Source: an optimization exercise on an open RTL-to-GDS flow (aim: small area). Production flows keep margins and buffers that such runs may drop.
Only simulation tests tie the RTL to the original design; equivalence was not proved.
Power is estimated from default activity; no workload was simulated.

== the baseline ==
## mucom_engine
module mucom_engine (
    input  wire        clk,
    input  wire        rst,
    input  wire        cmd_valid,
    output wire        cmd_ready,
    input  wire [3:0]  cmd_op,
    input  wire [7:0]  cmd_index,
    input  wire [3:0]  cmd_size,
    input  wire [63:0] cmd_data,
    input  wire [15:0] cmd_ms,
    output reg         res_valid,
    output reg  [1:0]  res_status,
    output wire        res_got,
    output wire [31:0] res_elapsed,
    output reg  [63:0] res_out,
    input  wire [31:0] now,
    input  wire        rx_valid,
    input  wire [7:0]  rx_byte,
    output wire        rx_ready,
    input  wire [15:0] tx_space,
    output wire        tx_valid,
    output wire [7:0]  tx_byte,
    input  wire        tx_ready,
    output wire        crit,
    output wire        flush_req,
    input  wire        flush_done,
    output wire        disp_valid,
    output wire [1:0]  disp_kind,
    output wire [3:0]  disp_dcnt,
    output wire [71:0] disp_data,
    input  wire        reply_valid,
    input  wire [7:0]  reply_index,
    input  wire [3:0]  reply_size,
    input  wire [63:0] reply_data
);
    localparam [1:0] K_WREQ = 2'b00;
    localparam [1:0] K_RREQ = 2'b01;
    localparam [1:0] K_RRSP = 2'b10;
    localparam [1:0] K_EXEC = 2'b11;
  ...
Size: roughly 1700 cells after synthesis, about 350 flip-flops, about 0.017 mm² of cells after synthesis.
==> flow/config.mk <==
export PLATFORM = sky130hd
export DESIGN_NAME = mucom_engine
export DESIGN_NICKNAME = mucom_engine
export VERILOG_FILES = /design/flow/design.v
export SDC_FILE = /design/flow/constraint.sdc
export NUM_CORES = 4
export LEC_CHECK = 0
export CAP_MARGIN = 20
export CORE_MARGIN = 2
export CORE_UTILIZATION = 40
export SLEW_MARGIN = 20
==> flow/constraint.sdc <==
create_clock -name core_clock -period 10.0 [get_ports {clk}]
set_input_delay 2.0000 -clock core_clock [delete_from_list [all_inputs] [get_ports {clk}]]
set_output_delay 2.0000 -clock core_clock [all_outputs]
set_load 0.01 [all_outputs]
standard.sh (not shown) runs the stock make flow with config.mk's settings and CLKGATE_MAP_FILE= SYNTH_SCRIPT=/design/flow/synth_recipe.tcl, a recipe that flattens the netlist after the stock synthesis.
==> flow/flow/run.sh <==
#!/bin/bash
# Standard layout with the smallest buffer (buf_1) on every input and output port
# and a clock tree of fewer, larger clusters without dummy loads. Each tool's
# output goes to a log of its own here.
set -euo pipefail
export BUFFER_PORTS_ARGS="-buffer_cell sky130_fd_sc_hd__buf_1"
export CTS_ARGS="-sink_clustering_enable -repair_clock_nets -buf_list sky130_fd_sc_hd__clkbuf_16 -sink_clustering_size 30 -sink_clustering_max_diameter 120 -dont_use_dummy_load"
bash standard.sh synth > synth.log 2>&1
bash standard.sh > layout.log 2>&1
The flow did not stop early for the baseline: all stages ran, and the layout cleared the timing, DRC and antenna checks.
#### Input delta (the candidate over the baseline)
# the baseline
export LEC_CHECK = 0
export CAP_MARGIN = 20
export CORE_MARGIN = 2
export CORE_UTILIZATION = 40
export SLEW_MARGIN = 20
create_clock -name core_clock -period 10.0 [get_ports {clk}]
# the candidate
export LEC_CHECK = 0
export CAP_MARGIN = 20
export CORE_MARGIN = 2
export CORE_UTILIZATION = 40
export CTS_BUF_LIST = sky130_fd_sc_hd__clkbuf_4
export CTS_CLUSTER_SIZE = 20
export SLEW_MARGIN = 20
create_clock -name core_clock -period 10.0 [get_ports {clk}]
==> flow/flow/run.sh <==
#!/bin/bash
# Standard layout, with the smallest buffer (buf_1) on every input and output port
# in place of the default clkdlybuf4s50_1. Each tool's output goes to a log here.
set -euo pipefail
export BUFFER_PORTS_ARGS="-buffer_cell sky130_fd_sc_hd__buf_1"
bash standard.sh synth > synth.log 2>&1
bash standard.sh > layout.log 2>&1
==> comparison <==
- The candidate: PASS, flow complete, no timing, DRC or antenna violations
- From the baseline to the candidate the numbers moved as follows: net load switching power now sits higher; minimum clock period now sits higher; fmax now sits lower; area added between synthesis and finish now sits higher.

---

mucom_engine, a different RTL version from the one above (not shown whole).
For scale: ~1700 cells after synthesis, about 350 flip-flops, about 430 I/O pins.
==> flow/config.mk <==
export PLATFORM = sky130hd
export DESIGN_NAME = mucom_engine
export DESIGN_NICKNAME = mucom_engine
export VERILOG_FILES = /design/flow/design.v
export SDC_FILE = /design/flow/constraint.sdc
export NUM_CORES = 4
export LEC_CHECK = 0
export CAP_MARGIN = 0
export CORE_MARGIN = 2
export CORE_UTILIZATION = 65
export SLEW_MARGIN = 0
==> flow/constraint.sdc <==
create_clock -name core_clock -period 10.0 [get_ports {clk}]
set_input_delay 2.0000 -clock core_clock [delete_from_list [all_inputs] [get_ports {clk}]]
set_output_delay 2.0000 -clock core_clock [all_outputs]
set_load 0.01 [all_outputs]
==> flow/flow/run.sh <==
#!/bin/bash
# Standard layout with the smallest buffer (buf_1) on every input and output port
# and a clock tree of fewer, larger clusters without dummy loads. Each tool's
# output goes to a log of its own here.
set -euo pipefail
export BUFFER_PORTS_ARGS="-buffer_cell sky130_fd_sc_hd__buf_1"
export CTS_ARGS="-sink_clustering_enable -repair_clock_nets -buf_list sky130_fd_sc_hd__clkbuf_8 -sink_clustering_size 16 -sink_clustering_max_diameter 80 -dont_use_dummy_load"
bash standard.sh synth > synth.log 2>&1
bash standard.sh > layout.log 2>&1
Rerun with:
==> flow/flow/run.sh (replaced) <==
#!/bin/bash
# The standard layout with three changes, each tool's output in a log of its own here:
#  - synthesis is the standard one, but its ABC run maps for area (flow/area.abc),
#  - the smallest buffer (buf_1) on every input and output port,
#  - a clock tree of fewer, larger clusters without dummy loads.
set -euo pipefail
here=$PWD
export BUFFER_PORTS_ARGS="-buffer_cell sky130_fd_sc_hd__buf_1"
export CTS_ARGS="-sink_clustering_enable -repair_clock_nets -buf_list sky130_fd_sc_hd__clkbuf_8 -sink_clustering_size 16 -sink_clustering_max_diameter 80 -dont_use_dummy_load"
export MY_ABC_SCRIPT=$here/flow/area.abc
std=$(grep -o 'SYNTH_SCRIPT=[^ ]*' standard.sh | head -n 1 | cut -d= -f2)
cat > my_synth.tcl <<EOT
# the standard synthesis script, with ABC's script swapped for flow/area.abc
proc abc {args} {
  set i [lsearch -exact \$args -script]
  if {\$i >= 0} { lset args [expr {\$i + 1}] \$::env(MY_ABC_SCRIPT) }
  yosys abc {*}\$args
}
source {$std}
EOT
sed "s|SYNTH_SCRIPT=[^ ]*|SYNTH_SCRIPT=$here/my_synth.tcl|" standard.sh > my_standard.sh
bash my_standard.sh synth > synth.log 2>&1
bash my_standard.sh > layout.log 2>&1
==> flow/flow/area.abc (new file) <==
strash
dch -f
map -a
mfs2
strash
dch -f
map -a
topo
stime -c
buffer -c
upsize -c
dnsize -c
- CAP_MARGIN: 0 -> 20
- CORE_UTILIZATION: 65 -> 40
- SLEW_MARGIN: 0 -> 20
Cell area grows by 0.59%. Utilization shrinks by 28 points. Count of clock-buffer cells in the layout grows by 2.

-- afterwards: timing with drivers on the ports --
Ports are ideal in the flow. The routed layouts listed here were re-timed in OpenROAD.
Step 1, drivers: a clkbuf_16 drives clk and a buf_2 each remaining input, both assumed.
Step 2 also shifts input and output timing later by t, the mid clock arrival at the registers, as if the neighbouring blocks saw the same clock.
Slacks: ideal / step 1 / step 2; pairs: ideal / step 1.
run | shift t [ns] | slack for setup (ns) | worst hold slack (ns) | worst setup path at the end
the baseline | 0.573 | 2.193 / 2.140 / 1.979 | 0.470 / 0.470 / 0.470 | input to register
the candidate | 0.843 | 1.907 / 1.855 / 1.994 | 0.463 / 0.463 / 0.463 | input to register
the first run of note 2 | 0.631 | 1.846 / 1.847 / 1.216 | 0.471 / 0.471 / 0.471 | input to register
the second run of note 2 | 0.637 | 0.791 / 0.815 / 0.178 | 0.468 / 0.468 / 0.468 | input to register
After both steps setup and hold are still met in every run listed. For the first run of note 2, which loses most, drivers alone change the setup slack by +0.001 ns; drivers and shift together by -0.630 ns.
